Background: an optimization exercise with open tools, aiming at small area. Do not read the settings as production practice.
Function was checked by simulation only, so behaviour that the tests miss may differ from the original.
Power is estimated from default activity; no workload was simulated.

==> flow/design.v (outline; a module is shown in full before it is edited, if it fits) <==
// module text2matrix: 295 lines
// module t2m_fontrom: 3545 lines
module text2matrix (
    input  wire        clk,
    input  wire        rst,
    input  wire        invert,
    input  wire        cmd_valid,
    output wire        cmd_ready,
    input  wire [31:0] cmd,
    output wire [1:0]  status,
    output wire [7:0]  row,
    output wire [7:0]  col
);
  // ...
==> flow/flow/run.sh <==
#!/bin/bash
# Layout flow: the standard flow (standard.sh) with these changes:
#  - synthesis maps the logic with an area-oriented ABC script (flow/synth_wrap.tcl)
#    and leaves adders to ABC instead of mapping them to ha/fa cells first;
#  - clock tree synthesis inserts no dummy loads and builds larger sink clusters
#    from clkbuf_8 buffers;
#  - the buffer that placement puts on every input and output port is buf_1.
# Each make run's full output goes to its own log here; ORFS keeps each step's
# log under orfs/logs/.
set -euo pipefail
cd "$(dirname "$0")/.."
W=$(pwd)
export FLOW_SYNTH_TCL="$W/synth_recipe.tcl"
CTS="-sink_clustering_enable -repair_clock_nets -dont_use_dummy_load -buf_list {sky130_fd_sc_hd__clkbuf_8} -sink_clustering_size 18 -sink_clustering_max_diameter 50"
PORTS="-buffer_cell sky130_fd_sc_hd__buf_1"
SYN=("SYNTH_SCRIPT=$W/flow/synth_wrap.tcl" "ADDER_MAP_FILE=")
bash standard.sh "${SYN[@]}" synth > "$W/run_synth.log" 2>&1
bash standard.sh "${SYN[@]}" "CTS_ARGS=$CTS" "BUFFER_PORTS_ARGS=$PORTS" finish > "$W/run_layout.log" 2>&1
==> flow/flow/abc_small.script <==
strash
dc2
dc2
dc2
&get -n
&dch -f
&nf -R 1000
&put
==> flow/flow/synth_wrap.tcl <==
# The standard synthesis (synth_recipe.tcl, named by FLOW_SYNTH_TCL), with
# flow/abc_small.script, an area-oriented script, as the ABC script of its
# technology mapping. Nothing else changes: the same passes, the same registers.
set abc_small [file join [file dirname [file normalize [info script]]] abc_small.script]
proc abc {args} {
    global abc_small
    set i [lsearch -exact $args -script]
    if {$i >= 0} {
        lset args [expr {$i + 1}] $abc_small
    }
    yosys abc {*}$args
}
source $::env(FLOW_SYNTH_TCL)
==> flow/standard.sh <==
#!/bin/bash
# synth_recipe.tcl (not shown) runs the flow's synth.tcl, then flattens the netlist and writes it again
# the make line also repeats each setting of config.mk as NAME=value (left out here)
make -C /OpenROAD-flow-scripts/flow DESIGN_CONFIG=/design/flow/config.mk WORK_HOME=/design/flow/orfs CLKGATE_MAP_FILE= SYNTH_SCRIPT=/design/flow/synth_recipe.tcl "${@:-finish}"
==> flow/config.mk <==
export PLATFORM = sky130hd
export DESIGN_NAME = text2matrix
export DESIGN_NICKNAME = text2matrix
export VERILOG_FILES = /design/flow/design.v
export SDC_FILE = /design/flow/constraint.sdc
export NUM_CORES = 4
export LEC_CHECK = 0
export CAP_MARGIN = 20
export CORE_MARGIN = 2
export CORE_UTILIZATION = 50
export PLACE_DENSITY = 0.6
export SLEW_MARGIN = 20
==> flow/constraint.sdc <==
create_clock -name core_clock -period 14.0 [get_ports {clk}]
set_input_delay 2.8000 -clock core_clock [delete_from_list [all_inputs] [get_ports {clk}]]
set_output_delay 2.8000 -clock core_clock [all_outputs]
set_load 0.01 [all_outputs]
==> metrics.md, run 1 <==
| Metric | Value |
|---|---|
| Clock latency (worst-skew pair) | 0.61 ns |
| Highest routed layer | met4 |
| Area grow syn2layout | 8.92% |
| Hold Crit Depth | 0 |
| Top-area cell type share of the netlist area | 53.9% |
| CP bufs+invs | 2 |
| Register share of the cell area | 59.2% |
| Top flop regs | snr (192), txr (192), ufr (64) |
| CTS sink count | 537 |
| Number of distinct library cells after synthesis | 61 |
| Full die area | 36800 um^2 |
| XOR/XNOR Fraction of Synth Area | 2.09% |
| Slowest cell on crit path | nor4_1 |
| CP Depth | 14 |
| Ys Warns | 1 |
| Hold_ws | 0.259 ns |
| Hold Path Origin | snr[134] |
| Comb pwr share | 13.2% |
| Run status | finished clean |
| Fin. max-slew vios | 0 |
| Max clock buf depth | 3 |
| Cells after Synth | 1692 |
| Worst-margin pin slew | 1.03 ns |
| Met3 WL | 4650 um |
| Final setup TNS | 0 ns |
| Worst setup margin | 7.92 ns |
| TritonCTS Buffers | 40 |
| Area of the multi-input gates | 6210 um^2 |
| CTS Root Cell | clkbuf_8 |
| Synth Area in Compound Gates | 17.0% |
| Post-cts sizing count | 0 |
| Leak | 6.93 nW |
| Layout Utilization | 55.5% |
| Vias in the first global route | 13425 |
| Final Cell Area | 19200 um^2 |
| Post-CTS Hold Buffers | 0 |
| Worst reg2reg setup slack | 8.08 ns |
| Comb group | 0.344 mW |
| Crit Reg-Reg Endpoint | cf[0] |
| Layout cells sized above 1 | 4.35% |
| Hold endpoint | snr[140] |
| Register area share after synthesis | 64.5% |
| CTS H-tree lvls | 2 |
| Final Hold Viols | 0 |
==> module text2matrix, before the edit <==
module text2matrix (
    input  wire        clk,
    input  wire        rst,
    input  wire        invert,
    input  wire        cmd_valid,
    output wire        cmd_ready,
    input  wire [31:0] cmd,
    output wire [1:0]  status,
    output wire [7:0]  row,
    output wire [7:0]  col
);
    localparam [5:0] BLANK = 6'd3;
    localparam [5:0] TERM  = 6'd63;
    localparam [2:0] S_IDLE  = 3'd0;
    localparam [2:0] S_WTXT  = 3'd1;
    localparam [2:0] S_WFRM  = 3'd2;
    localparam [2:0] S_ENC   = 3'd3;
    localparam [2:0] S_INIT  = 3'd4;
    localparam [2:0] S_FILL  = 3'd5;
    localparam [2:0] S_SYNC  = 3'd6;
    localparam [2:0] S_SHOW  = 3'd7;
    reg  [5:0]   t;           
    reg  [191:0] txr;         
    reg  [191:0] snr;         
    reg  [63:0]  ufr;         
    reg          inv;
    reg          busy;
    reg          pbv;
    reg  [2:0]   st;
    reg          draw;
    reg          render;
    reg          wphase;      
    reg          term;        
    reg  [5:0]   len;
    reg  [15:0]  arg;         
    reg  [2:0]   o;           
    reg  [2:0]   rp;          
    reg          pend;        
    reg  [5:0]   w0, w1, w2;  
    reg          pv;          
    reg  [5:0]   pidx;        
    reg  [7:0]   sh;          
    reg  [7:0]   cf;          
    reg  [2:0]   s;           
    reg          rv;          
    assign cmd_ready = ~busy;
    assign status    = {pbv, busy};
    assign row       = (rv ? (8'd1 << s) : 8'd0) ^ {8{inv}};
    assign col       = ~(cf ^ {8{inv}});
    wire [3:0]  op  = cmd[31:28];
    wire [3:0]  rsv = cmd[27:24];
    wire [15:0] a16 = cmd[23:8];
    wire [7:0]  a8  = cmd[7:0];
    wire accept = cmd_valid && !busy;
    wire ok_wtxt    = rsv == 4'd0 && op == 4'h1 && a16 < 16'd32;
    wire ok_wfrm    = rsv == 4'd0 && op == 4'h2 && a16 < 16'd8;
    wire ok_encode  = rsv == 4'd0 && op == 4'h3 && a8 == 8'd0 && a16 <= 16'd32 && !pbv;
    wire ok_animate = rsv == 4'd0 && op == 4'h4 && a16 == 16'd0 && a8 != 8'd0 && pbv;
    wire ok_release = rsv == 4'd0 && op == 4'h5 && a16 == 16'd0 && a8 == 8'd0 && pbv;
    wire ok_render  = rsv == 4'd0 && op == 4'h6 && a16 <= 16'd32 && a8 != 8'd0 && !pbv;
    wire ok_draw    = rsv == 4'd0 && op == 4'h7 && a8 == 8'd0;
    function [6:0] hold_of(input [7:0] sp);
        if      (sp > 8'd100) hold_of = 7'd0;
        else if (sp > 8'd50)  hold_of = 7'd1;
        else if (sp > 8'd33)  hold_of = 7'd2;
        else if (sp > 8'd25)  hold_of = 7'd3;
        else if (sp > 8'd20)  hold_of = 7'd4;
        else if (sp > 8'd16)  hold_of = 7'd5;
        else if (sp > 8'd14)  hold_of = 7'd6;
        else if (sp > 8'd12)  hold_of = 7'd7;
        else if (sp > 8'd11)  hold_of = 7'd8;
        else if (sp > 8'd10)  hold_of = 7'd9;
        else if (sp > 8'd9)   hold_of = 7'd10;
        else if (sp > 8'd8)   hold_of = 7'd11;
        else if (sp > 8'd7)   hold_of = 7'd12;
        else if (sp > 8'd6)   hold_of = 7'd14;
        else if (sp > 8'd5)   hold_of = 7'd16;
        else if (sp > 8'd4)   hold_of = 7'd20;
        else if (sp > 8'd3)   hold_of = 7'd25;
        else if (sp > 8'd2)   hold_of = 7'd33;
        else if (sp > 8'd1)   hold_of = 7'd50;
        else                  hold_of = 7'd100;
    endfunction
    function [8:0] endpos(input [5:0] L);
        endpos =
            L == 6'd0 ? {6'd2, 3'd0} :
            L == 6'd1 ? {6'd3, 3'd2} :
            L == 6'd2 ? {6'd4, 3'd4} :
            L == 6'd3 ? {6'd6, 3'd0} :
            L == 6'd4 ? {6'd6, 3'd0} :
            L == 6'd5 ? {6'd7, 3'd2} :
            L == 6'd6 ? {6'd8, 3'd4} :
            L == 6'd7 ? {6'd10, 3'd0} :
            L == 6'd8 ? {6'd10, 3'd0} :
            L == 6'd9 ? {6'd11, 3'd2} :
            L == 6'd10 ? {6'd12, 3'd4} :
            L == 6'd11 ? {6'd14, 3'd0} :
            L == 6'd12 ? {6'd14, 3'd0} :
            L == 6'd13 ? {6'd15, 3'd2} :
            L == 6'd14 ? {6'd16, 3'd4} :
            L == 6'd15 ? {6'd18, 3'd0} :
            L == 6'd16 ? {6'd18, 3'd0} :
            L == 6'd17 ? {6'd19, 3'd2} :
            L == 6'd18 ? {6'd20, 3'd4} :
            L == 6'd19 ? {6'd22, 3'd0} :
            L == 6'd20 ? {6'd22, 3'd0} :
            L == 6'd21 ? {6'd23, 3'd2} :
            L == 6'd22 ? {6'd24, 3'd4} :
            L == 6'd23 ? {6'd26, 3'd0} :
            L == 6'd24 ? {6'd26, 3'd0} :
            L == 6'd25 ? {6'd27, 3'd2} :
            L == 6'd26 ? {6'd28, 3'd4} :
            L == 6'd27 ? {6'd30, 3'd0} :
            L == 6'd28 ? {6'd30, 3'd0} :
            L == 6'd29 ? {6'd31, 3'd2} :
            L == 6'd30 ? {6'd32, 3'd4} :
            L == 6'd31 ? {6'd34, 3'd0} :
                          {6'd34, 3'd0};
    endfunction
    function [5:0] code_of(input [7:0] ch);
        if (ch == 8'd0)                 code_of = TERM;
        else if (ch[7:6] != 2'b01)      code_of = BLANK;
        else if (ch[5:0] == 6'd63)      code_of = 6'd1;
        else                            code_of = ch[5:0];
    endfunction
    wire [3:0] pos  = {1'b0, o} + {1'b0, t[2:0]};
    wire [1:0] wsel = (pos >= 4'd12) ? 2'd2 : (pos >= 4'd6) ? 2'd1 : 2'd0;
    wire [3:0] gcol = pos - (wsel == 2'd2 ? 4'd12 : wsel == 2'd1 ? 4'd6 : 4'd0);
    wire [5:0] wch  = wsel == 2'd2 ? w2 : wsel == 2'd1 ? w1 : w0;
    wire       gbit;
    t2m_fontrom u_rom (.ch(wch), .r(rp), .c(gcol[2:0]), .o(gbit));
    wire [2:0] utap = t[5:3] - rp;
    wire       ubit = ufr[{utap, 3'b000}];
    wire [7:0] sh_n = {sh[6:0], draw ? ubit : gbit};
    wire        bnd    = t[3:0] == 4'd15;
    wire        lo_nz  = arg[7:1] != 7'd0;
    wire        hi_nz  = draw && arg[15:8] != 8'd0;
    wire [14:0] dec    = arg[15:1] - 15'd1;
    wire [15:0] cnt_n  = (lo_nz || hi_nz) ? {dec, arg[0]} : {draw ? 8'd0 : arg[15:8], 8'd0};
    wire        more   = draw ? (cnt_n != 16'd0) : (cnt_n[7:0] != 8'd0);
    wire        last_k = {pidx, o} == endpos(len);
    wire        fetch  = !pv && t[4:0] == pidx[4:0];
    wire        tx_wr  = st == S_WTXT && t[4:0] == arg[12:8];
    wire [5:0]  tx0    = txr[5:0];
    wire        sn_wr  = st == S_ENC && wphase;
    wire [5:0]  sn_d   = (term || tx0 == TERM || {1'b0, t[4:0]} >= len) ? BLANK : tx0;
    wire        uf_wr  = st == S_WFRM && (wphase || t[5:0] == {arg[10:8], 3'b000});
    always @(posedge clk) begin
        txr <= {txr[185:0], txr[191:186]};
        if (tx_wr)
            txr[11:6] <= code_of(arg[7:0]);
        snr <= {snr[185:0], snr[191:186]};
        if (sn_wr)
            snr[11:6] <= sn_d;
        ufr <= {ufr[62:0], ufr[63]};
        if (uf_wr)
            ufr[1] <= arg[3'd7 - t[2:0]];
        sh <= sh_n;
    end
    always @(posedge clk) begin
        if (rst) begin
            inv    <= invert;
            t      <= 6'd0;
            busy   <= 1'b0;
            pbv    <= 1'b0;
            st     <= S_IDLE;
            rv     <= 1'b0;
            cf     <= 8'h00;
        end else begin
            t <= t + 6'd1;
            if (fetch) begin
                w2 <= pidx[5] ? BLANK : snr[5:0];
                pv <= 1'b1;
            end
            case (st)
            S_IDLE: begin
                if (accept) begin
                    draw   <= 1'b0;
                    render <= ok_render;
                    wphase <= 1'b0;
                    if (ok_wtxt || ok_wfrm)
                        arg <= cmd[15:0];
                    if (ok_draw)
                        arg <= a16;
                    if (ok_animate || ok_render)
                        arg <= {1'b0, hold_of(a8), 1'b0, hold_of(a8)};
                    if (ok_encode || ok_render)
                        len <= a16[5:0];
                    if (ok_release)
                        pbv <= 1'b0;
                    if (ok_draw)
                        draw <= 1'b1;
                    if (ok_wtxt || ok_wfrm || ok_encode || ok_animate || ok_render || ok_draw)
                        busy <= 1'b1;
                    if (ok_wtxt)
                        st <= S_WTXT;
                    if (ok_wfrm)
                        st <= S_WFRM;
                    if (ok_encode || ok_render)
                        st <= S_ENC;
                    if (ok_animate || ok_draw)
                        st <= S_INIT;
                end
            end
            S_WTXT: begin
                if (tx_wr) begin
                    busy <= 1'b0;
                    st   <= S_IDLE;
                end
            end
            S_WFRM: begin
                if (uf_wr)
                    wphase <= 1'b1;
                if (wphase && t[2:0] == 3'd7) begin
                    busy <= 1'b0;
                    st   <= S_IDLE;
                end
            end
            S_ENC: begin
                if (sn_wr)
                    term <= term || tx0 == TERM;
                if (t[4:0] == 5'd31) begin
                    term   <= 1'b0;
                    wphase <= 1'b1;
                    if (wphase) begin
                        pbv <= 1'b1;
                        if (render)
                            st <= S_INIT;
                        else begin
                            busy <= 1'b0;
                            st   <= S_IDLE;
                        end
                    end
                end
            end
            S_INIT: begin
                rp   <= 3'd0;
                o    <= 3'd5;
                w0   <= BLANK;
                w1   <= BLANK;
                pv   <= 1'b0;
                pidx <= 6'd0;
                if (draw ? arg == 16'd0 : arg[7:0] == 8'd0) begin
                    busy <= 1'b0;
                    if (render)
                        pbv <= 1'b0;
                    st <= S_IDLE;
                end else
                    st <= draw ? S_SYNC : S_FILL;
            end
            S_FILL: begin
                if (pv)
                    st <= S_SYNC;
            end
            S_SYNC: begin
                pend <= 1'b1;
                if (t[3:0] == 4'd7)
                    st <= S_SHOW;
            end
            S_SHOW: begin
                if (bnd) begin
                    if (!pend) begin
                        busy <= 1'b0;
                        if (render)
                            pbv <= 1'b0;
                        st <= S_IDLE;
                    end else begin
                        cf <= sh_n;
                        s  <= rp;
                        rv <= 1'b1;
                        if (more || draw) begin
                            arg  <= cnt_n;
                            rp   <= rp + 3'd1;
                            pend <= more;
                        end else if (last_k) begin
                            pend <= 1'b0;
                        end else begin
                            arg[7:0] <= arg[15:8];
                            rp <= 3'd0;
                            if (o == 3'd5) begin
                                o    <= 3'd0;
                                w0   <= w1;
                                w1   <= w2;
                                pv   <= 1'b0;
                                pidx <= pidx + 6'd1;
                            end else
                                o <= o + 3'd1;
                        end
                    end
                end
            end
            endcase
        end
    end
endmodule
==> run 2, diff against run 1 <==
--- a/flow/design.v
+++ b/flow/design.v
@@ -25,5 +25,4 @@
     reg  [63:0]  ufr;         
     reg          inv;
-    reg          busy;
     reg          pbv;
     reg  [2:0]   st;
@@ -44,8 +43,9 @@
     reg  [2:0]   s;           
     reg          rv;          
+    wire         busy = st != S_IDLE;
     assign cmd_ready = ~busy;
     assign status    = {pbv, busy};
     assign row       = (rv ? (8'd1 << s) : 8'd0) ^ {8{inv}};
-    assign col       = ~(cf ^ {8{inv}});
+    assign col       = cf;
     wire [3:0]  op  = cmd[31:28];
     wire [3:0]  rsv = cmd[27:24];
@@ -60,25 +60,19 @@
     wire ok_render  = rsv == 4'd0 && op == 4'h6 && a16 <= 16'd32 && a8 != 8'd0 && !pbv;
     wire ok_draw    = rsv == 4'd0 && op == 4'h7 && a8 == 8'd0;
-    function [6:0] hold_of(input [7:0] sp);
-        if      (sp > 8'd100) hold_of = 7'd0;
-        else if (sp > 8'd50)  hold_of = 7'd1;
-        else if (sp > 8'd33)  hold_of = 7'd2;
-        else if (sp > 8'd25)  hold_of = 7'd3;
-        else if (sp > 8'd20)  hold_of = 7'd4;
-        else if (sp > 8'd16)  hold_of = 7'd5;
-        else if (sp > 8'd14)  hold_of = 7'd6;
-        else if (sp > 8'd12)  hold_of = 7'd7;
-        else if (sp > 8'd11)  hold_of = 7'd8;
-        else if (sp > 8'd10)  hold_of = 7'd9;
-        else if (sp > 8'd9)   hold_of = 7'd10;
-        else if (sp > 8'd8)   hold_of = 7'd11;
-        else if (sp > 8'd7)   hold_of = 7'd12;
-        else if (sp > 8'd6)   hold_of = 7'd14;
-        else if (sp > 8'd5)   hold_of = 7'd16;
-        else if (sp > 8'd4)   hold_of = 7'd20;
-        else if (sp > 8'd3)   hold_of = 7'd25;
-        else if (sp > 8'd2)   hold_of = 7'd33;
-        else if (sp > 8'd1)   hold_of = 7'd50;
-        else                  hold_of = 7'd100;
+    function [5:0] nsl_of(input [7:0] sp);
+        if      (sp > 8'd100) nsl_of = 6'd0;
+        else if (sp > 8'd33)  nsl_of = 6'd1;
+        else if (sp > 8'd20)  nsl_of = 6'd2;
+        else if (sp > 8'd14)  nsl_of = 6'd3;
+        else if (sp > 8'd11)  nsl_of = 6'd4;
+        else if (sp > 8'd9)   nsl_of = 6'd5;
+        else if (sp > 8'd7)   nsl_of = 6'd6;
+        else if (sp > 8'd6)   nsl_of = 6'd7;
+        else if (sp > 8'd5)   nsl_of = 6'd8;
+        else if (sp > 8'd4)   nsl_of = 6'd10;
+        else if (sp > 8'd3)   nsl_of = 6'd13;
+        else if (sp > 8'd2)   nsl_of = 6'd17;
+        else if (sp > 8'd1)   nsl_of = 6'd25;
+        else                  nsl_of = 6'd50;
     endfunction
     function [8:0] endpos(input [5:0] L);
@@ -132,22 +126,20 @@
     wire [2:0] utap = t[5:3] - rp;
     wire       ubit = ufr[{utap, 3'b000}];
-    wire [7:0] sh_n = {sh[6:0], draw ? ubit : gbit};
+    wire [7:0] sh_n = {sh[6:0], ~((draw ? ubit : gbit) ^ inv)};
     wire        bnd    = t[3:0] == 4'd15;
-    wire        lo_nz  = arg[7:1] != 7'd0;
-    wire        hi_nz  = draw && arg[15:8] != 8'd0;
     wire [14:0] dec    = arg[15:1] - 15'd1;
-    wire [15:0] cnt_n  = (lo_nz || hi_nz) ? {dec, arg[0]} : {draw ? 8'd0 : arg[15:8], 8'd0};
-    wire        more   = draw ? (cnt_n != 16'd0) : (cnt_n[7:0] != 8'd0);
+    wire        more   = draw ? (arg > 16'd2) : (arg[7:0] > 8'd2);
+    wire [5:0]  nsl    = nsl_of(arg[15:8]);
     wire        last_k = {pidx, o} == endpos(len);
     wire        fetch  = !pv && t[4:0] == pidx[4:0];
-    wire        tx_wr  = st == S_WTXT && t[4:0] == arg[12:8];
+    wire        tx_wr  = st == S_WTXT && t[4:0] == arg[4:0];
     wire [5:0]  tx0    = txr[5:0];
     wire        sn_wr  = st == S_ENC && wphase;
     wire [5:0]  sn_d   = (term || tx0 == TERM || {1'b0, t[4:0]} >= len) ? BLANK : tx0;
-    wire        uf_wr  = st == S_WFRM && (wphase || t[5:0] == {arg[10:8], 3'b000});
+    wire        uf_wr  = st == S_WFRM && (wphase || t[5:0] == {arg[2:0], 3'b000});
     always @(posedge clk) begin
         txr <= {txr[185:0], txr[191:186]};
         if (tx_wr)
-            txr[11:6] <= code_of(arg[7:0]);
+            txr[11:6] <= code_of(arg[15:8]);
         snr <= {snr[185:0], snr[191:186]};
         if (sn_wr)
@@ -155,5 +147,5 @@
         ufr <= {ufr[62:0], ufr[63]};
         if (uf_wr)
-            ufr[1] <= arg[3'd7 - t[2:0]];
+            ufr[1] <= arg[4'd15 - {1'b0, t[2:0]}];
         sh <= sh_n;
     end
@@ -162,9 +154,8 @@
             inv    <= invert;
             t      <= 6'd0;
-            busy   <= 1'b0;
             pbv    <= 1'b0;
             st     <= S_IDLE;
             rv     <= 1'b0;
-            cf     <= 8'h00;
+            cf     <= {8{~invert}};
         end else begin
             t <= t + 6'd1;
@@ -179,10 +170,5 @@
                     render <= ok_render;
                     wphase <= 1'b0;
-                    if (ok_wtxt || ok_wfrm)
-                        arg <= cmd[15:0];
-                    if (ok_draw)
-                        arg <= a16;
-                    if (ok_animate || ok_render)
-                        arg <= {1'b0, hold_of(a8), 1'b0, hold_of(a8)};
+                    arg    <= {ok_draw ? a16[15:8] : a8, a16[7:0]};
                     if (ok_encode || ok_render)
                         len <= a16[5:0];
@@ -191,6 +177,4 @@
                     if (ok_draw)
                         draw <= 1'b1;
-                    if (ok_wtxt || ok_wfrm || ok_encode || ok_animate || ok_render || ok_draw)
-                        busy <= 1'b1;
                     if (ok_wtxt)
                         st <= S_WTXT;
@@ -205,5 +189,4 @@
             S_WTXT: begin
                 if (tx_wr) begin
-                    busy <= 1'b0;
                     st   <= S_IDLE;
                 end
@@ -213,5 +196,4 @@
                     wphase <= 1'b1;
                 if (wphase && t[2:0] == 3'd7) begin
-                    busy <= 1'b0;
                     st   <= S_IDLE;
                 end
@@ -228,5 +210,4 @@
                             st <= S_INIT;
                         else begin
-                            busy <= 1'b0;
                             st   <= S_IDLE;
                         end
@@ -241,6 +222,7 @@
                 pv   <= 1'b0;
                 pidx <= 6'd0;
-                if (draw ? arg == 16'd0 : arg[7:0] == 8'd0) begin
-                    busy <= 1'b0;
+                if (!draw)
+                    arg[7:0] <= {1'b0, nsl, 1'b0};
+                if (draw ? arg == 16'd0 : nsl == 6'd0) begin
                     if (render)
                         pbv <= 1'b0;
@@ -261,5 +243,4 @@
                 if (bnd) begin
                     if (!pend) begin
-                        busy <= 1'b0;
                         if (render)
                             pbv <= 1'b0;
@@ -269,12 +250,13 @@
                         s  <= rp;
                         rv <= 1'b1;
-                        if (more || draw) begin
-                            arg  <= cnt_n;
+                        if (more) begin
+                            arg[7:0] <= {dec[6:0], arg[0]};
+                            if (draw)
+                                arg[15:8] <= dec[14:7];
                             rp   <= rp + 3'd1;
-                            pend <= more;
-                        end else if (last_k) begin
+                        end else if (draw || last_k) begin
                             pend <= 1'b0;
                         end else begin
-                            arg[7:0] <= arg[15:8];
+                            arg[7:0] <= {1'b0, nsl, 1'b0};
                             rp <= 3'd0;
                             if (o == 3'd5) begin
--- a/flow/config.mk
+++ b/flow/config.mk
@@ -9,4 +9,5 @@
 export CORE_MARGIN = 2
 export CORE_UTILIZATION = 50
+export GPL_TIMING_DRIVEN = 0
 export PLACE_DENSITY = 0.6
 export SLEW_MARGIN = 20
==> run 2 against run 1 <==
Effect of this change: still clean on timing, DRC and antenna; maximum frequency decreased by 7.7%; via count decreased by 6.7%; sequential power increased by 7%; cell area decreased by 2.5%; sequential cell count decreased by 1; critical endpoint is now cf[0].
==> metrics.md, run 2 <==
| Metric | Value |
|---|---|
| Worst path most repeated cell | a21oi_1 (was nor3_1) |
| Clock Skew | 0.0530 ns (was 0.0875 ns) |
| Final Hold Viols | 0 (unchanged) |
| Clock transition at path regs | 0.09 ns (about the same) |
| Total GRT Usage | 26.6% (was 29.3%) |
| Met3 WL | 5030 um (was 4650 um) |
| Most frequent cell after synthesis | dfxtp_1 (unchanged) |
| Most common cell after layout, fill and taps aside | dfxtp_1 (unchanged) |
| Worst-margin pin slew | 1.27 ns (was 1.03 ns) |
| Hold_ws | 0.279 ns (was 0.259 ns) |
| Worst setup path class | flop to flop (was input port to flop) |
| Mapped Area | 17200 um^2 (was 17600 um^2) |
| Yosys top cell by area | dfxtp_1 (unchanged) |
| Highest routed layer | met5 (was met4) |
| Clock network power share | 23.4% (was 26.2%) |
| Slowest cell on crit path | a21boi_0 (was nor4_1) |
| Critical Path RT | 14.35 ns (was 14.52 ns) |
| Max clock buf depth | 3 (unchanged) |
| M1 WL | 20200 um (was 21500 um) |
| First-pass GRT wire length | 72500 um (was 80500 um) |
| Leak | 6.72 nW (was 6.93 nW) |
| Sw frac | 29.4% (was 26.2%) |
| Die W | 189 um (was 192 um) |
| Class of the worst hold path | flop to flop (unchanged) |
| GR Overflow Total | 0 (unchanged) |
| Die H | 189 um (was 192 um) |
| Post-DR wirelength/cell | 22.3 um (was 23.6 um) |
| Crit-path cells | nand2_1 > a21oi_1 > a21oi_1 > a21boi_0 > nor2_1 > a221oi_4 > buf_6 > nor2_1 > nor2_1 > o21ai_0 > a31oi_1 > a311oi_1 > a311oi_1 > a21oi_1 > a21oi_1 > o21ai_0 > nand3_1 > o21ai_0 > a21oi_1 > a32oi_1 > xnor2_1 > nand2_1 > nand2_1 (was buf_1 > nor2_1 > nand2_1 > nor3_1 > nand3_1 > or2_0 > clkinv_1 > nor3_1 > o31ai_1 > nor3_1 > nor4_1 > nand3_1 > a31o_1 > a21oi_1) |
| Pwr Density | 154 nW/um^2 (was 135 nW/um^2) |
| Final nets | 1722 (was 1853) |
| Post-CTS Hold Buffers | 0 (unchanged) |
| Worst EP arrival | 6.93 ns (was 6.60 ns) |
| Worst VDD drop | 0.000131 V (was 0.000125 V) |
| TritonCTS Buffers | 40 (unchanged) |
| FP Rows | 67 (was 68) |
| Worst path max stage delay | 0.82 ns (was 0.56 ns) |
| Core area | 33700 um^2 (was 34600 um^2) |
| Crit start category | flop (was input port) |
| Avg Inst Size Synth | 10.9 um^2 (was 10.4 um^2) |
| Run status | finished clean (unchanged) |
| Top_reg_cell synth | dfxtp_1 (unchanged) |
| CP Capture Type | flop (unchanged) |
| Sw Pwr | 0.850 mW (was 0.681 mW) |
| Top flop regs | snr (192), txr (192), ufr (64) (unchanged) |
| Top Ports | 55 (unchanged) |
| Largest net degree at the start of global routing | 65 (was 74) |
| Max transition margin | 15.3% (was 31.1%) |
| Full die area | 35800 um^2 (was 36800 um^2) |
| Syn nets | 1614 (was 1728) |
| RSZ-0062 raised after global routing | false (unchanged) |
| Number of enable flip-flop cells after synthesis | 70 (was 62) |
| CTS H-tree lvls | 2 (unchanged) |
| Postcts setup bufs | 0 (unchanged) |
| Final setup TNS | 0 ns (unchanged) |
| Initial antenna violation count | 2 (was 0) |
| Post-cts sizing count | 0 (unchanged) |
| Maxcap violations | 0 (unchanged) |
| Number of remaining DRC errors | 0 (unchanged) |
| CTS Root Cell | clkbuf_8 (unchanged) |
| Post-route ant nets | 0 (unchanged) |
| Clock latency (worst-skew pair) | 0.56 ns (was 0.61 ns) |
| Drt pass-1 iters | 7 (was 6) |
| Reg2reg start | t[0] (was t[1]) |
| Hold endpoint | txr[102] (was snr[140]) |
| Crit Reg-Reg Endpoint | cf[0] (unchanged) |
| Top-area cell type share of the netlist area | 54.3% (was 53.9%) |
| Final min period | 6.59 ns (was 6.08 ns) |
| Worst reg2reg setup slack | 7.42 ns (was 8.08 ns) |
| Cell internal pwr | 2.04 mW (was 1.92 mW) |
| Comb pwr share | 18.7% (was 13.2%) |
| Share of synthesized registers carrying an async set or reset | 0% (unchanged) |
| Register-to-Register Path Depth | 23 (was 20) |
| Ys Warns | 1 (unchanged) |
| Hold Crit Depth | 0 (unchanged) |
| Detailed Route WL | 47600 um (was 53600 um) |
| Cells after Synth | 1578 (was 1692) |
| Gpl congestion | 0.951 (was 1.05) |
| Final Power | 2.89 mW (was 2.60 mW) |
| Buffers on Ports | 54 (unchanged) |
| Vias | 13072 (was 14015) |
| Register area share after synthesis | 66.6% (was 64.5%) |
| Hold Path Origin | txr[96] (was snr[134]) |
| Most frequent cells after synthesis | dfxtp_1 (466), nand2_1 (154), o21ai_0 (152), nor2_1 (142), a21oi_1 (121) (was dfxtp_1 (475), nand2_1 (197), nor2_1 (182), o21ai_0 (153), a21oi_1 (128)) |
| Max FO, Critical Path | 19 (was 17) |
| Seq cells post-synth | 536 (was 537) |
| Fill cell count | 2952 (was 2999) |
| Fmax | 0.152 GHz (was 0.165 GHz) |
| Tcrit/Tclk final | 47.0% (was 43.4%) |
| Initial Util | 51.0% (was 50.9%) |
| Area grow syn2layout | 9.11% (was 8.92%) |
| CP bufs+invs | 1 (was 2) |
| Fin. max-slew vios | 0 (unchanged) |
| Number of distinct library cells after synthesis | 61 (unchanged) |
| CTS sink count | 536 (was 537) |
| CTS tree | done (unchanged) |
| Top cells by area, synth | dfxtp_1 (54%), edfxtp_1 (12%), o21ai_0 (4.4%) (was dfxtp_1 (54%), edfxtp_1 (11%), o21ai_0 (4.3%)) |
| Flop pwr share | 57.9% (was 60.5%) |
| CP top delay family | compound AO/OA/AOI/OAI gates (was simple AND/OR/NAND/NOR gates) |
| Metal2 WL | 20000 um (was 24000 um) |
| Most frequent cells in the layout | dfxtp_1 (466), nand2_1 (152), o21ai_0 (149) (was dfxtp_1 (475), nand2_1 (197), nor2_1 (182)) |
| Vias in the first global route | 12342 (was 13425) |
| Layout cells sized above 1 | 4.16% (was 4.35%) |
| Final setup violation count | 0 (unchanged) |
| DPL Wire Length | 32200 um (was 37000 um) |
| Initial DRC count | 1568 (was 1622) |
| Via/cell ratio | 6.13 (was 6.17) |
## run 2: worst max-delay path by stage
| stage | start | endpoint | slack [ns] | cells after the start |
|---|---|---|---|---|
| detailed placement | t[0] | cf[0] | 7.73 | 23 |
| finish | t[0] | cf[0] | 7.42 | 23 |
| CTS | t[0] | cf[0] | 7.70 | 23 |
| floorplan | o[0] | cf[0] | 7.39 | 22 |
| global route | t[0] | cf[0] | 7.22 | 23 |
| global placement | t[0] | cf[0] | 2.48 | 19 |
## run 2: kinds of logic (layout without fill, tap and decap cells)
group | after synthesis | in the layout | share of synthesized area (%)
DFF | 536 | 536 | 66.6
and+or+nand+nor | 497 | 497 | 13.4
AOI/OAI and AO/OA | 472 | 472 | 16.9
xor gates and xnor gates | 34 | 34 | 1.73
buffers and inverters | 30 | 136 | 0.699
adders and majority gates | 5 | 5 | 0.291
muxes | 4 | 4 | 0.386
other | 0 | 1 | 0
## run 2: per-stage QoR
step / instances / setup WS (ns) / cell area, um^2 / util (%)
5_1_grt: 2133 / 7.22 / 18700 / 55.6
2_1_floorplan: 1578 / 7.39 / 17200 / -
6_report: 2133 / 7.42 / 18700 / 55.6
4_1_cts: 2132 / 7.70 / 18700 / 55.6
3_3_place_gp: 2080 / 2.48 / 17900 / 53.2
3_5_place_dp: 2092 / 7.73 / 18200 / 53.9
## run 2: power by group through the flow
stage | combinational, mW | clock, mW | sequential, mW
finish | 0.540 | 0.676 | 1.68
global placement | 0.506 | 0 | 1.71
floorplan | 0.328 | 0 | 1.69
global route | 0.573 | 0.761 | 1.68
detailed placement | 0.510 | 0 | 1.71
CTS | 0.513 | 0.704 | 1.67
## run 2: cell type report
class	count	area, um^2	share of cell area [%]
clock buffer	40	551	2.94
buffer	2	15.0	0.0801
multi-input combinational	1012	5690	30.4
inverter	28	105	0.561
sequential	536	11400	61.0
antenna	1	2.50	0.0134
tap	448	561	2.99
timing repair buffer	66	379	2.02
## run 2: per-layer routing
layer | global-route usage (%) | up-vias
met4 | 12.9 | 2
li1 | - | 5956
met1 | 36.2 | 6151
met3 | 7.28 | 185
met5 | 0 | -
met2 | 39.3 | 778
==> run 3, diff against run 2 <==
--- a/flow/flow/run.sh
+++ b/flow/flow/run.sh
@@ -1,5 +1,6 @@
 #!/bin/bash
 # Layout flow: the standard flow (standard.sh) with these changes:
-#  - synthesis maps the logic with an area-oriented ABC script (flow/synth_wrap.tcl)
+#  - synthesis maps the logic with an area-oriented ABC script that maps it
+#    five times over (flow/synth_wrap.tcl, flow/abc_small.script)
 #    and leaves adders to ABC instead of mapping them to ha/fa cells first;
 #  - clock tree synthesis inserts no dummy loads and builds larger sink clusters
==> flow/flow/abc_small.script (replaced) <==
strash
dc2
dc2
dc2
&get -n
&dch -f
&nf -R 1000
&put
strash
dc2
&get -n
&dch -f
&nf -R 1000
&put
strash
dc2
&get -n
&dch -f
&nf -R 1000
&put
strash
dc2
&get -n
&dch -f
&nf -R 1000
&put
strash
dc2
&get -n
&dch -f
&nf -R 1000
&put
==> run 3 against run 2 <==
Effect of this change: combinational power grew 4.1%; utilization hardly changed; clock power about the same; first-iteration DRC count rose by 11%; sequential power about the same; wire length increased by 3.7%; critical endpoint unchanged.
==> metrics.md, run 3 <==
| Metric | Value |
|---|---|
| Area grow syn2layout | 9.81% (was 9.11%) |
| Layout Utilization | 55.6% (about the same) |
| Comb pwr share | 19.3% (was 18.7%) |
| Total GRT Usage | 27.7% (was 26.6%) |
| Mapped Area | 16900 um^2 (was 17200 um^2) |
| Yosys top cell by area | dfxtp_1 (unchanged) |
| RSZ-0062 raised after global routing | false (unchanged) |
| Initial antenna violation count | 0 (was 2) |
| CTS tree | done (unchanged) |
| Vias | 12785 (was 13072) |
| Worst VDD drop | 0.000133 V (was 0.000131 V) |
| Sw Pwr | 0.862 mW (was 0.850 mW) |
| First-pass GRT wire length | 74500 um (was 72500 um) |
| Maxcap violations | 0 (unchanged) |
| Top cells by area, synth | dfxtp_1 (55%), edfxtp_1 (12%), o21ai_0 (4.2%) (was dfxtp_1 (54%), edfxtp_1 (12%), o21ai_0 (4.4%)) |
| Most frequent cells after synthesis | dfxtp_1 (466), o21ai_0 (142), nand2_1 (138), a21oi_1 (130), nor2_1 (128) (was dfxtp_1 (466), nand2_1 (154), o21ai_0 (152), nor2_1 (142), a21oi_1 (121)) |
| Tcrit/Tclk final | 45.8% (was 47.0%) |
| Crit start category | flop (unchanged) |
| Clock network power share | 23.1% (was 23.4%) |
| Final setup TNS | 0 ns (unchanged) |
| Register area share after synthesis | 67.5% (was 66.6%) |
| Core area | 33400 um^2 (was 33700 um^2) |
| Pwr Density | 157 nW/um^2 (was 154 nW/um^2) |
| Worst setup path class | flop to flop (unchanged) |
| Leak | 6.70 nW (was 6.72 nW) |
| Post-CTS Hold Buffers | 0 (unchanged) |
| Postcts setup bufs | 0 (unchanged) |
| GR Overflow Total | 0 (unchanged) |
| Max clock buf depth | 3 (unchanged) |
| Final Cell Area | 18600 um^2 (was 18700 um^2) |
| Clock transition at path regs | 0.10 ns (was 0.09 ns) |
| Fmax | 0.156 GHz (was 0.152 GHz) |
| CTS sink count | 536 (unchanged) |
| Hold Path Origin | txr[76] (was txr[96]) |
| Final Hold Viols | 0 (unchanged) |
| Post-cts sizing count | 0 (unchanged) |
| CTS Root Cell | clkbuf_8 (unchanged) |
| Critical Path RT | 14.31 ns (was 14.35 ns) |
| Detailed Route WL | 49300 um (was 47600 um) |
| Ys Warns | 1 (unchanged) |
| Full die area | 35400 um^2 (was 35800 um^2) |
| Most frequent cells in the layout | dfxtp_1 (466), o21ai_0 (139), nand2_1 (136) (was dfxtp_1 (466), nand2_1 (152), o21ai_0 (149)) |
| Buffers on Ports | 54 (unchanged) |
| Top flop regs | snr (192), txr (192), ufr (64) (unchanged) |
| Most frequent cell after synthesis | dfxtp_1 (unchanged) |
| CP Capture Type | flop (unchanged) |
| Placement Cell Area | 18000 um^2 (was 18200 um^2) |
| Run status | finished clean (unchanged) |
| Number of distinct library cells after synthesis | 64 (was 61) |
| Worst EP arrival | 6.73 ns (was 6.93 ns) |
| Worst reg2reg setup slack | 7.58 ns (was 7.42 ns) |
| Drt pass-1 iters | 7 (unchanged) |
| Die H | 188 um (was 189 um) |
| Share of synthesized registers carrying an async set or reset | 0% (unchanged) |
| Flop pwr share | 57.6% (was 57.9%) |
| Initial DRC count | 1746 (was 1568) |
| Number of enable flip-flop cells after synthesis | 70 (unchanged) |
| Critical Path Start | t[0] (unchanged) |
| Class of the worst hold path | flop to flop (unchanged) |
| CTS H-tree lvls | 2 (unchanged) |
| Vias in the first global route | 12048 (was 12342) |
| Fin. max-slew vios | 0 (unchanged) |
| Hold_ws | 0.268 ns (was 0.279 ns) |
| Avg Inst Size Synth | 11.1 um^2 (was 10.9 um^2) |
| Post-route ant nets | 0 (unchanged) |
| Clock Skew | 0.0703 ns (was 0.0530 ns) |
| Clock latency (worst-skew pair) | 0.59 ns (was 0.56 ns) |
| FP Rows | 67 (unchanged) |
| Via/cell ratio | 6.14 (was 6.13) |
| Syn nets | 1561 (was 1614) |
| Die W | 188 um (was 189 um) |
| Top-area cell type share of the netlist area | 55.1% (was 54.3%) |
| Worst-margin pin slew | 1.19 ns (was 1.27 ns) |
| Top_reg_cell synth | dfxtp_1 (unchanged) |
| Final nets | 1672 (was 1722) |
| Reg2reg start | t[0] (unchanged) |
| Top Ports | 55 (unchanged) |
| Cell internal pwr | 2.05 mW (was 2.04 mW) |
| Seq cells post-synth | 536 (unchanged) |
| Final min period | 6.42 ns (was 6.59 ns) |
| Fill cell count | 2844 (was 2952) |
| ANT cells | 0 (was 1) |
| TritonCTS Buffers | 40 (unchanged) |
| Largest net degree at the start of global routing | 62 (was 65) |
| Sw frac | 29.6% (was 29.4%) |
| Gpl congestion | 0.947 (was 0.951) |
| Final setup violation count | 0 (unchanged) |
| Number of remaining DRC errors | 0 (unchanged) |
| Max transition margin | 21.0% (was 15.3%) |
| Most common cell after layout, fill and taps aside | dfxtp_1 (unchanged) |
| DPL Wire Length | 34800 um (was 32200 um) |
| Post-DR wirelength/cell | 23.7 um (was 22.3 um) |
| Initial Util | 50.7% (was 51.0%) |
| Max FO, Critical Path | 23 (was 19) |
| Cells after Synth | 1525 (was 1578) |
| Layout cells sized above 1 | 4.59% (was 4.16%) |
-- run 3: per-stage QoR --
stage	setup WS, ns	total power [mW]	instances
final	7.58	2.91	2082
after floorplan	7.43	2.02	1525
after global routing	7.33	3.03	2082
after detailed placement	7.96	2.25	2042
after CTS	7.96	2.91	2082
after global placement	2.03	2.24	2027
-- run 3: cell type report --
cell class	instances	area, um^2	share of cell area, %
Sequential cell	536	11400	61.4
Multi-Input combinational cell	961	5480	29.4
Tap cell	448	561	3.01
Clock buffer	40	551	2.96
Timing Repair Buffer	69	474	2.55
Inverter	26	97.6	0.525
Buffer	2	15.0	0.0807
-- run 3: cells by family after synthesis --
kind of cell | count (synthesis) | share of synthesized area (%)
adders and majority gates | 2 | 0.118
muxes | 4 | 0.318
buffers and inverters | 28 | 0.665
and+or+nand+nor | 448 | 12.4
xor gates and xnor gates | 28 | 1.45
AOI/OAI and AO/OA | 479 | 17.6
DFF | 536 | 67.5
-- run 3: worst max-delay path: stages (launching register included) --
cell and delay, ns:
dfxtp_1 0.59, clkinv_1 0.39, nor2_1 0.42, nand2_1 0.16
and3_1 0.28, a221o_2 0.67, nor2_1 0.47, nand2_1 0.44
o21ai_0 0.59, a31oi_1 0.07, o311ai_0 0.68, a21oi_1 0.15
o311a_1 0.38, o32a_1 0.18, o21ai_0 0.15, o21ai_0 0.19
xor2_1 0.20, nand2_1 0.09, nand2_1 0.06
-- run 3: metal layers --
| metal | part of all wire (%) | up-vias | wire [um] | global-route usage (%) |
|---|---|---|---|---|
| li1 | - | 5787 | - | - |
| met1 | 43 | 6143 | 21100 | 39.3 |
| met2 | 43 | 709 | 21200 | 41.5 |
| met3 | 10 | 146 | 4950 | 5.93 |
| met4 | 4.4 | 0 | 2190 | 10.8 |
| met5 | 0 | - | 0 | 0 |
-- run 3: final timing paths --
path	endpoint	cells past startpoint
max	cf[0]	18
min	txr[82]	0
max reg2reg	cf[0]	18
min reg2reg	txr[82]	0
-- run 3: power by group through the flow --
stage          clock network, mW  logic (mW)  registers [mW]
4_1_cts                    0.696       0.538            1.68
3_3_place_gp                   0       0.521            1.72
5_1_grt                    0.746       0.596            1.69
3_5_place_dp                   0       0.535            1.71
2_1_floorplan                  0       0.328            1.70
6_report                   0.674       0.562            1.68
==> run 4, diff against run 3 <==
--- a/flow/config.mk
+++ b/flow/config.mk
@@ -6,8 +6,8 @@
 export NUM_CORES = 4
 export LEC_CHECK = 0
-export CAP_MARGIN = 20
+export CAP_MARGIN = 5
 export CORE_MARGIN = 2
 export CORE_UTILIZATION = 50
 export GPL_TIMING_DRIVEN = 0
 export PLACE_DENSITY = 0.6
-export SLEW_MARGIN = 20
+export SLEW_MARGIN = 5
==> run 4 against run 3 <==
Effect of this change: combinational power down 2%; power down 0.15%; synthesized cell count unchanged; critical path depth up 1; clock power up 0.6%; clock skew up 0.0071 ns; final cell count down 0.34%; die area unchanged; utilization down 0.51 points; critical path type unchanged; largest power group unchanged; largest cell class unchanged.
==> metrics.md, run 4 <==
| Metric | Value |
|---|---|
| CTS H-tree lvls | 2 (unchanged) |
| Final nets | 1665 (was 1672) |
| Most frequent cells in the layout | dfxtp_1 (466), o21ai_0 (142), nand2_1 (136) (was dfxtp_1 (466), o21ai_0 (139), nand2_1 (136)) |
| Proportion of synthesized area in mux cells | 0.318% (unchanged) |
| Dominant combinational cell family by area after synthesis | compound AO/OA/AOI/OAI gates (unchanged) |
| Gpl congestion | 0.947 (unchanged) |
| Total GRT Usage | 27.9% (was 27.7%) |
| Layout cells sized above 1 | 3.69% (was 4.59%) |
| Vias | 12759 (was 12785) |
| Post-CTS Hold Buffers | 0 (unchanged) |
| Initial antenna violation count | 1 (was 0) |
| Class of the worst hold path | flop to flop (unchanged) |
| CP Capture Type | flop (unchanged) |
| Number of remaining DRC errors | 0 (unchanged) |
| Area of the multi-input gates | 5450 um^2 (was 5480 um^2) |
| Final setup TNS | 0 ns (unchanged) |
| DPL Wire Length | 34200 um (was 34800 um) |
| Seq cells post-synth | 536 (unchanged) |
| Postcts setup bufs | 0 (unchanged) |
| Post-synthesis adder-cell area fraction | 0.118% (unchanged) |
| Synth Area in Compound Gates | 17.6% (unchanged) |
| Worst reg2reg setup slack | 7.57 ns (was 7.58 ns) |
| XOR/XNOR Fraction of Synth Area | 1.45% (unchanged) |
| Post-DR wirelength/cell | 23.9 um (was 23.7 um) |
| Post-cts sizing count | 0 (unchanged) |
| Most frequent cell after synthesis | dfxtp_1 (unchanged) |
| Via/cell ratio | 6.15 (was 6.14) |
| Pwr Density | 158 nW/um^2 (was 157 nW/um^2) |
| Area share of and/or/nand/nor cells after synthesis | 12.4% (unchanged) |
| Top flop regs | snr (192), txr (192), ufr (64) (unchanged) |
| ANT cells | 0 (unchanged) |
| Clock latency (worst-skew pair) | 0.56 ns (was 0.59 ns) |
| Seq. cell area | 11400 um^2 (unchanged) |
| FP Rows | 67 (unchanged) |
| Hold_ws | 0.294 ns (was 0.268 ns) |
| Final Hold Viols | 0 (unchanged) |
| Worst VDD drop | 0.000139 V (was 0.000133 V) |
| Crit start category | flop (unchanged) |
| Vias in the first global route | 12183 (was 12048) |
| Area grow syn2layout | 8.79% (was 9.81%) |
| Fill cell count | 2823 (was 2844) |
| Top Ports | 55 (unchanged) |
| Initial DRC count | 1775 (was 1746) |
| Most frequent cells after synthesis | dfxtp_1 (466), o21ai_0 (142), nand2_1 (138), a21oi_1 (130), nor2_1 (128) (unchanged) |
| Worst setup path class | flop to flop (unchanged) |
| Sw Pwr | 0.871 mW (was 0.862 mW) |
| Run status | finished clean (unchanged) |
| Clock transition at path regs | 0.09 ns (was 0.10 ns) |
| Syn nets | 1561 (unchanged) |
| Final setup violation count | 0 (unchanged) |
| RSZ-0062 raised after global routing | false (unchanged) |
| Die H | 188 um (unchanged) |
| CTS tree | done (unchanged) |
| Final min period | 6.43 ns (was 6.42 ns) |
| Largest net degree at the start of global routing | 76 (was 62) |
| Max clock buf depth | 3 (unchanged) |
| Full die area | 35400 um^2 (unchanged) |
| Fmax | 0.155 GHz (was 0.156 GHz) |
| Sw frac | 29.9% (was 29.6%) |
| Worst EP arrival | 6.74 ns (was 6.73 ns) |
| Detailed Route WL | 49600 um (was 49300 um) |
| Maxcap violations | 0 (unchanged) |
| Worst-margin pin slew | 1.38 ns (was 1.19 ns) |
| Number of enable flip-flop cells after synthesis | 70 (unchanged) |
| Avg Inst Size Synth | 11.1 um^2 (unchanged) |
| Max transition margin | 6.87% (was 21.0%) |
| Most common cell after layout, fill and taps aside | dfxtp_1 (unchanged) |
| Max FO, Critical Path | 75 (was 23) |
| Number of distinct library cells after synthesis | 64 (unchanged) |
| Drt pass-1 iters | 6 (was 7) |
| Post-route ant nets | 0 (unchanged) |
| Fin. max-slew vios | 0 (unchanged) |
| Top_reg_cell synth | dfxtp_1 (unchanged) |
| Leak | 6.62 nW (was 6.70 nW) |
| Clock network power share | 23.3% (was 23.1%) |
| Cell internal pwr | 2.04 mW (was 2.05 mW) |
| Clock Skew | 0.0774 ns (was 0.0703 ns) |
| Share of synthesized registers carrying an async set or reset | 0% (unchanged) |
| CTS Root Cell | clkbuf_8 (unchanged) |
| CTS sink count | 536 (unchanged) |
| Yosys top cell by area | dfxtp_1 (unchanged) |
| Critical Path RT | 14.31 ns (about the same) |
| Flop pwr share | 57.8% (was 57.6%) |
| GR Overflow Total | 0 (unchanged) |
| First-pass GRT wire length | 74800 um (was 74500 um) |
| Cells after Synth | 1525 (unchanged) |
| Comb pwr share | 18.9% (was 19.3%) |
| Top cells by area, synth | dfxtp_1 (55%), edfxtp_1 (12%), o21ai_0 (4.2%) (unchanged) |
| Top-area cell type share of the netlist area | 55.1% (unchanged) |
| Buffers on Ports | 54 (unchanged) |
| TritonCTS Buffers | 39 (was 40) |
| Core area | 33400 um^2 (unchanged) |
| Die W | 188 um (unchanged) |
| Mapped Area | 16900 um^2 (unchanged) |
| Initial Util | 50.7% (unchanged) |
| Tcrit/Tclk final | 46.0% (was 45.8%) |
| Register area share after synthesis | 67.5% (unchanged) |
| Ys Warns | 1 (unchanged) |
## run 4: layout make-up
type / count / share of cell area, %
flip-flops and latches: 536 / 62.0
multi-input cells: 961 / 29.5
well taps: 448 / 3.04
clock buffers: 39 / 2.91
repair buffers: 63 / 1.89
inverters: 26 / 0.529
plain buffers: 2 / 0.0814
## run 4: stage by stage
step	worst slack (ns)	area, um^2	instances	power (mW)	util, %
final	7.57	18400	2075	2.91	55.1
after global routing	7.23	18400	2075	3.02	55.1
after CTS	7.92	18400	2075	2.90	55.1
after detailed placement	7.92	17900	2036	2.24	53.5
after global placement	2.03	17700	2027	2.24	52.9
after floorplan	7.43	16900	1525	2.02	-
## run 4: routing by layer
layer / routed length [um] / track usage (%)
met2: 21500 / 42.2
met3: 4590 / 6.01
met4: 2020 / 11.2
met5: 16 / 0
met1: 21600 / 39.1
## run 4: cell families after synthesis
| group | Yosys count |
|---|---|
| AO/OA/AOI/OAI | 479 |
| XOR/XNOR | 28 |
| adder cells (fa/ha/maj) | 2 |
| buffers and inverters | 28 |
| flip-flops | 536 |
| multiplexers | 4 |
| AND/OR/NAND/NOR | 448 |
## run 4: path summary, 6_finish.rpt
| path | startpoint | to | depth (start not counted) |
|---|---|---|---|
| worst min register to register | txr[188] | txr[2] | 0 |
| worst min-delay path | txr[188] | txr[2] | 0 |
| worst max-delay path | t[0] | cf[0] | 19 |
| worst max register to register | t[0] | cf[0] | 19 |
## run 4: power groups by stage
stage                     combinational (mW)  clock, mW  sequential, mW
final                                  0.549      0.678            1.68
after CTS                              0.525      0.698            1.68
after global placement                 0.521          0            1.72
after global routing                   0.581      0.746            1.69
after detailed placement               0.521          0            1.72
after floorplan                        0.328          0            1.70
## run 4: worst max-delay path, cell delays in order (launching register included)
cell	delay, ns
dfxtp_1	0.53
clkinv_1	0.39
nor2_1	0.41
nand2_1	0.15
and3_1	0.28
nor2_1	0.51
a22oi_1	0.25
nand2_4	0.72
nand2_1	0.56
o21ai_0	0.58
o21ai_0	0.29
a31oi_1	0.28
o32ai_1	0.17
o31ai_1	0.26
o32a_1	0.21
o21ai_0	0.09
o21ai_0	0.18
xor2_1	0.14
nand2_1	0.09
nand2_1	0.06
==> run 5, diff against run 4 <==
--- a/flow/config.mk
+++ b/flow/config.mk
@@ -10,4 +10,4 @@
 export CORE_UTILIZATION = 50
 export GPL_TIMING_DRIVEN = 0
-export PLACE_DENSITY = 0.6
+export PLACE_DENSITY = 0.75
 export SLEW_MARGIN = 5
==> run 5 against run 4 <==
Effect of this change: still clean; register-to-register slack lost 0.37 ns; sequential share of layout area shrank 0.23 points; power rose by 0.43%; largest cell class unchanged; count of clock-buffer cells in the layout grew 1; wire length rose by 2.1%; critical endpoint unchanged; die area unchanged.
==> metrics.md, run 5 <==
| Metric | Value |
|---|---|
| Register area share after synthesis | 67.5% (unchanged) |
| Slowest cell on crit path | nand2_4 (unchanged) |
| DPL Wire Length | 35400 um (was 34200 um) |
| Worst VDD drop | 0.000133 V (was 0.000139 V) |
| Fmax | 0.147 GHz (was 0.155 GHz) |
| Final Cell Area | 18500 um^2 (was 18400 um^2) |
| Sw frac | 30.0% (was 29.9%) |
| CP bufs+invs | 1 (unchanged) |
| Vias | 12808 (was 12759) |
| First-pass GRT wire length | 76400 um (was 74800 um) |
| Most frequent cells in the layout | dfxtp_1 (466), o21ai_0 (142), nand2_1 (136) (unchanged) |
| Top cells by area, synth | dfxtp_1 (55%), edfxtp_1 (12%), o21ai_0 (4.2%) (unchanged) |
| Detailed Route WL | 50700 um (was 49600 um) |
| Post-CTS Hold Buffers | 0 (unchanged) |
| Comb pwr share | 19.0% (was 18.9%) |
| Number of enable flip-flop cells after synthesis | 70 (unchanged) |
| FP Rows | 67 (unchanged) |
| Fin. max-slew vios | 0 (unchanged) |
| Drt pass-1 iters | 7 (was 6) |
| Max transition margin | 13.4% (was 6.87%) |
| Via/cell ratio | 6.16 (was 6.15) |
| Die H | 188 um (unchanged) |
| CTS sink count | 536 (unchanged) |
| Crit-path cells | clkinv_1 > nor2_1 > nand2_1 > and3_1 > nor2_1 > a22oi_1 > nand2_4 > nor2_1 > a21oi_1 > o32ai_1 > nand2_1 > a21oi_1 > a21oi_1 > o21ai_0 > a21oi_1 > o31ai_1 > o32a_1 > o21ai_0 > o21ai_0 > xor2_1 > nand2_1 > nand2_1 (was clkinv_1 > nor2_1 > nand2_1 > and3_1 > nor2_1 > a22oi_1 > nand2_4 > nand2_1 > o21ai_0 > o21ai_0 > a31oi_1 > o32ai_1 > o31ai_1 > o32a_1 > o21ai_0 > o21ai_0 > xor2_1 > nand2_1 > nand2_1) |
| Top-area cell type share of the netlist area | 55.1% (unchanged) |
| Flop pwr share | 57.5% (was 57.8%) |
| Area grow syn2layout | 9.19% (was 8.79%) |
| Ys Warns | 1 (unchanged) |
| Pwr Density | 158 nW/um^2 (about the same) |
| Fill cell count | 2802 (was 2823) |
| Cells after Synth | 1525 (unchanged) |
| Max clock buf depth | 3 (unchanged) |
| Worst-margin pin slew | 1.30 ns (was 1.38 ns) |
| Pre-CTS setup slack | 7.51 ns (was 7.92 ns) |
| Post-cts sizing count | 0 (unchanged) |
| GR Overflow Total | 0 (unchanged) |
| Initial Util | 50.7% (unchanged) |
| Post-route ant nets | 0 (unchanged) |
| Tcrit/Tclk final | 48.6% (was 46.0%) |
| Top_reg_cell synth | dfxtp_1 (unchanged) |
| Worst setup margin | 7.20 ns (was 7.57 ns) |
| Class of the worst hold path | flop to flop (unchanged) |
| Post-DR wirelength/cell | 24.4 um (was 23.9 um) |
| Clock network power share | 23.5% (was 23.3%) |
| Worst path max stage delay | 0.70 ns (was 0.72 ns) |
| Cell internal pwr | 2.05 mW (was 2.04 mW) |
| Area of the multi-input gates | 5450 um^2 (unchanged) |
| Full die area | 35400 um^2 (unchanged) |
| Final setup TNS | 0 ns (unchanged) |
| CTS Root Cell | clkbuf_8 (unchanged) |
| Clock latency (worst-skew pair) | 0.60 ns (was 0.56 ns) |
| Largest net degree at the start of global routing | 76 (unchanged) |
| Total GRT Usage | 28.6% (was 27.9%) |
| Crit start category | flop (unchanged) |
| Mapped Area | 16900 um^2 (unchanged) |
| Leak | 6.65 nW (was 6.62 nW) |
| Top flop regs | snr (192), txr (192), ufr (64) (unchanged) |
| Layout cells sized above 1 | 3.81% (was 3.69%) |
| Clock transition at path regs | 0.10 ns (was 0.09 ns) |
| CP Capture Type | flop (unchanged) |
| Placement Cell Area | 17900 um^2 (about the same) |
| Most frequent cells after synthesis | dfxtp_1 (466), o21ai_0 (142), nand2_1 (138), a21oi_1 (130), nor2_1 (128) (unchanged) |
| Initial DRC count | 1307 (was 1775) |
| Syn nets | 1561 (unchanged) |
| Final min period | 6.80 ns (was 6.43 ns) |
| Number of remaining DRC errors | 0 (unchanged) |
| CTS H-tree lvls | 2 (unchanged) |
| Buffers on Ports | 54 (unchanged) |
| Number of distinct library cells after synthesis | 64 (unchanged) |
| Run status | finished clean (unchanged) |
| CTS tree | done (unchanged) |
| Top Ports | 55 (unchanged) |
| Postcts setup bufs | 0 (unchanged) |
| Maxcap violations | 0 (unchanged) |
| Core area | 33400 um^2 (unchanged) |
| Max FO, Critical Path | 75 (unchanged) |
| Final nets | 1667 (was 1665) |
| Avg Inst Size Synth | 11.1 um^2 (unchanged) |
| Die W | 188 um (unchanged) |
| Post-route insts no fill | 2078 (was 2075) |
| Clock Skew | 0.0792 ns (was 0.0774 ns) |
| Gpl congestion | 0.961 (was 0.947) |
| Seq cells post-synth | 536 (unchanged) |
| Cell count after placement | 2036 (unchanged) |
| Critical Path RT | 14.29 ns (was 14.31 ns) |
| Final Hold Viols | 0 (unchanged) |
| CP top delay family | simple AND/OR/NAND/NOR gates (unchanged) |
| Most frequent cell after synthesis | dfxtp_1 (unchanged) |
| Yosys top cell by area | dfxtp_1 (unchanged) |
| Worst EP arrival | 7.10 ns (was 6.74 ns) |
| Vias in the first global route | 12406 (was 12183) |
| Worst setup path class | flop to flop (unchanged) |
| Seq. cell area | 11400 um^2 (unchanged) |
| Share of synthesized registers carrying an async set or reset | 0% (unchanged) |
| TritonCTS Buffers | 40 (was 39) |
| Initial antenna violation count | 1 (unchanged) |
| RSZ-0062 raised after global routing | false (unchanged) |
| Sw Pwr | 0.876 mW (was 0.871 mW) |
| Final setup violation count | 0 (unchanged) |
| Most common cell after layout, fill and taps aside | dfxtp_1 (unchanged) |
==> run 5: cell counts after synthesis <==
No cell type changed its count.
==> run 5: cell type report <==
cell class	count	share of cell area, %
multi-input cells	961	29.4
clock buffers	40	2.98
flip-flops and latches	536	61.8
well taps	448	3.03
repair buffers	64	2.16
inverters	26	0.527
diodes	1	0.0135
plain buffers	2	0.0812
==> run 5: final timing paths <==
path | from | to | slack, ns | depth (start not counted)
max reg2reg | t[0] | cf[0] | 7.20 | 22
min reg2reg | snr[180] | snr[186] | 0.30 | 0
max | t[0] | cf[0] | 7.20 | 22
min | snr[180] | snr[186] | 0.30 | 0
==> run 5: cells by family (layout without fill, tap and decap cells) <==
group / Yosys count / after routing / synth area share (%)
DFF: 536 / 536 / 67.5
AOI/OAI and AO/OA: 479 / 479 / 17.6
and+or+nand+nor: 448 / 448 / 12.4
xor gates and xnor gates: 28 / 28 / 1.45
buffers and inverters: 28 / 132 / 0.665
muxes: 4 / 4 / 0.318
adders and majority gates: 2 / 2 / 0.118
other: 0 / 1 / 0
==> run 5: per-layer routing <==
metal | GRT usage, % | part of all wire (%) | vias up
li1 | - | - | 5788
met1 | 36.5 | 40 | 6113
met2 | 45.6 | 46 | 713
met3 | 5.69 | 8.7 | 194
met4 | 16.0 | 6.2 | 0
met5 | 0 | 0 | -
==> run 5: power groups by stage <==
stage	logic [mW]	registers [mW]	clock network, mW
6_report	0.555	1.68	0.688
5_1_grt	0.584	1.69	0.760
4_1_cts	0.529	1.68	0.707
3_5_place_dp	0.527	1.71	0
3_3_place_gp	0.524	1.72	0
2_1_floorplan	0.328	1.70	0
==> run 5: through the flow <==
step                      utilization, %  hold slack, ns  total power [mW]
after floorplan                        -           0.310              2.02
after global placement              52.9           0.310              2.24
after CTS                           55.3           0.299              2.91
final                               55.3           0.297              2.92
after global routing                55.3           0.301              3.03
after detailed placement            53.6           0.312              2.24
==> run 6, diff against run 5 <==
--- a/flow/flow/run.sh
+++ b/flow/flow/run.sh
@@ -5,5 +5,5 @@
 #    and leaves adders to ABC instead of mapping them to ha/fa cells first;
 #  - clock tree synthesis inserts no dummy loads and builds larger sink clusters
-#    from clkbuf_8 buffers;
+#    from clkbuf_16 buffers;
 #  - the buffer that placement puts on every input and output port is buf_1.
 # Each make run's full output goes to its own log here; ORFS keeps each step's
@@ -13,5 +13,5 @@
 W=$(pwd)
 export FLOW_SYNTH_TCL="$W/synth_recipe.tcl"
-CTS="-sink_clustering_enable -repair_clock_nets -dont_use_dummy_load -buf_list {sky130_fd_sc_hd__clkbuf_8} -sink_clustering_size 18 -sink_clustering_max_diameter 50"
+CTS="-sink_clustering_enable -repair_clock_nets -dont_use_dummy_load -buf_list {sky130_fd_sc_hd__clkbuf_16} -sink_clustering_size 32 -sink_clustering_max_diameter 60"
 PORTS="-buffer_cell sky130_fd_sc_hd__buf_1"
 SYN=("SYNTH_SCRIPT=$W/flow/synth_wrap.tcl" "ADDER_MAP_FILE=")
--- a/flow/config.mk
+++ b/flow/config.mk
@@ -6,8 +6,8 @@
 export NUM_CORES = 4
 export LEC_CHECK = 0
-export CAP_MARGIN = 5
+export CAP_MARGIN = 20
 export CORE_MARGIN = 2
 export CORE_UTILIZATION = 50
 export GPL_TIMING_DRIVEN = 0
-export PLACE_DENSITY = 0.75
-export SLEW_MARGIN = 5
+export PLACE_DENSITY = 0.6
+export SLEW_MARGIN = 20
==> run 6 against run 5 <==
Effect of this change: still clean on timing, DRC and antenna; synthesized area unchanged; first-iteration DRC count up 23%; non-clock buffer count up 5; critical path type unchanged; largest cell class unchanged.
==> metrics.md, run 6 <==
| Metric | Value |
|---|---|
| Top Ports | 55 (unchanged) |
| Detailed Route WL | 50900 um (was 50700 um) |
| Core area | 33400 um^2 (unchanged) |
| Post-DR wirelength/cell | 24.6 um (was 24.4 um) |
| RSZ-0062 raised after global routing | false (unchanged) |
| Most frequent cell after synthesis | dfxtp_1 (unchanged) |
| Most frequent cells in the layout | dfxtp_1 (466), o21ai_0 (139), nand2_1 (136) (was dfxtp_1 (466), o21ai_0 (142), nand2_1 (136)) |
| Run status | finished clean (unchanged) |
| Initial Util | 50.7% (unchanged) |
| Number of enable flip-flop cells after synthesis | 70 (unchanged) |
| Vias in the first global route | 12100 (was 12406) |
| Largest net degree at the start of global routing | 62 (was 76) |
| Pre-CTS setup slack | 7.96 ns (was 7.51 ns) |
| Mapped Area | 16900 um^2 (unchanged) |
| Number of distinct library cells after synthesis | 64 (unchanged) |
| TritonCTS Buffers | 26 (was 40) |
| Max clock buf depth | 3 (unchanged) |
| ANT cells | 0 (was 1) |
| DPL Wire Length | 34800 um (was 35400 um) |
| Clock transition at path regs | 0.11 ns (was 0.10 ns) |
| Via/cell ratio | 6.21 (was 6.16) |
| Fin. max-slew vios | 0 (unchanged) |
| Pwr Density | 161 nW/um^2 (was 158 nW/um^2) |
| Top_reg_cell synth | dfxtp_1 (unchanged) |
| Avg Inst Size Synth | 11.1 um^2 (unchanged) |
| Final nets | 1658 (was 1667) |
| Number of remaining DRC errors | 0 (unchanged) |
| Total GRT Usage | 28.5% (was 28.6%) |
| CTS H-tree lvls | 1 (was 2) |
| Maxcap violations | 0 (unchanged) |
| Register area share after synthesis | 67.5% (unchanged) |
| Top-area cell type share of the netlist area | 55.1% (unchanged) |
| Fill cell count | 2800 (was 2802) |
| GR Overflow Total | 0 (unchanged) |
| Layout Utilization | 55.9% (was 55.3%) |
| CTS Root Cell | clkbuf_16 (was clkbuf_8) |
| Post-cts sizing count | 0 (unchanged) |
| Buffers on Ports | 54 (unchanged) |
| Most frequent cells after synthesis | dfxtp_1 (466), o21ai_0 (142), nand2_1 (138), a21oi_1 (130), nor2_1 (128) (unchanged) |
| Seq cells post-synth | 536 (unchanged) |
| Crit start category | flop (unchanged) |
| Syn nets | 1561 (unchanged) |
| Worst setup path class | flop to flop (unchanged) |
| Cells after Synth | 1525 (unchanged) |
| Critical Path RT | 14.31 ns (was 14.29 ns) |
| Leak | 6.74 nW (was 6.65 nW) |
| Tcrit/Tclk final | 46.1% (was 48.6%) |
| Final min period | 6.46 ns (was 6.80 ns) |
| Top flop regs | snr (192), txr (192), ufr (64) (unchanged) |
-- run 6: cell types whose count changed in the layout (fill, tap and decap cells not counted), moves of 2 or more --
| cell | change |
|---|---|
| nor2_1 | -2 |
| o21ai_0 | -3 |
| nor2_2 | +2 |
| o21ai_1 | +3 |
| clkbuf_8 | -40 |
| buf_8 | +6 |
| clkbuf_16 | +26 |
-- run 6: area by class of cell --
class                      instances  share of cell area [%]
sequential                       536                    61.1
multi-input combinational        961                    29.3
clock buffer                      26                    3.48
tap                              448                    3.00
timing repair buffer              69                    2.54
inverter                          26                   0.522
buffer                             2                  0.0803
-- run 6: path summary, 6_finish.rpt --
| path | start | end | slack (ns) | cells past startpoint |
|---|---|---|---|---|
| worst max-delay path | t[0] | cf[0] | 7.54 | 18 |
| worst min-delay path | txr[181] | txr[187] | 0.25 | 0 |
| worst max register to register | t[0] | cf[0] | 7.54 | 18 |
| worst min register to register | txr[181] | txr[187] | 0.25 | 0 |
-- run 6: cell families after synthesis --
| family | count (synthesis) | share of synthesized area (%) |
|---|---|---|
| mux | 4 | 0.318 |
| flops | 536 | 67.5 |
| xor+xnor | 28 | 1.45 |
| compound gates | 479 | 17.6 |
| fa+ha+maj | 2 | 0.118 |
| simple gates | 448 | 12.4 |
| buf+inv | 28 | 0.665 |
-- run 6: report_power, final --
group          switching, mW  internal [mW]  total, mW
registers             0.0598           1.62       1.68
clock network          0.433          0.331      0.764
logic                  0.387          0.176      0.563
total                  0.879           2.13       3.01
-- run 6: through the flow --
stage / area [um^2] / hold WS [ns] / cells / power, mW
after floorplan: 16900 / 0.310 / 1525 / 2.02
after CTS: 18700 / 0.249 / 2068 / 2.99
final: 18700 / 0.253 / 2068 / 3.01
after global placement: 17700 / 0.310 / 2027 / 2.24
after global routing: 18700 / 0.266 / 2068 / 3.11
after detailed placement: 18000 / 0.312 / 2042 / 2.25
-- run 6: per-layer routing --
metal / global-route usage [%] / part of all wire (%)
met4: 10.2 / 4.0
met5: 0 / 0.026
met2: 43.5 / 44
met1: 40.6 / 43
met3: 5.26 / 8.6
-- run 6: critical path: stages, from the launching register on --
cell,delay (ns)
dfxtp_1,0.60
clkinv_1,0.41
nor2_1,0.43
nand2_1,0.15
and3_1,0.28
a221o_2,0.66
nor2_1,0.47
nand2_1,0.45
o21ai_0,0.58
a31oi_1,0.07
o311ai_0,0.67
a21oi_1,0.15
o311a_1,0.38
o32a_1,0.18
o21ai_0,0.15
o21ai_0,0.19
xor2_1,0.20
nand2_1,0.10
nand2_1,0.06

-- afterwards: timing with drivers on the ports --
How much do the figures lean on ideal ports? The routed layouts below were timed once more, with nothing changed but the port constraints. Step 1, drivers: a clkbuf_16 drives clk and a buf_2 each remaining input, both assumed. Step 2, shift: input delay + t, output delay - t, t = (earliest + latest rising clock arrival at the registers) / 2. This alone moves slack from input paths to output paths. a / b / c = ideal ports / drivers / drivers and shift; a / b = the first two.
| run | t, ns | setup slack, ns |
|---|---|---|
| run 1 | 0.607 | 7.924 / 7.956 / 7.349 |
| run 2 | 0.601 | 7.415 / 7.415 / 7.415 |
| run 3 | 0.592 | 7.585 / 7.585 / 7.585 |
| run 4 | 0.581 | 7.566 / 7.566 / 7.566 |
| run 5 | 0.595 | 7.195 / 7.195 / 7.195 |
| run 6 | 0.580 | 7.541 / 7.541 / 7.541 |
After both steps setup and hold are still met in every run listed.
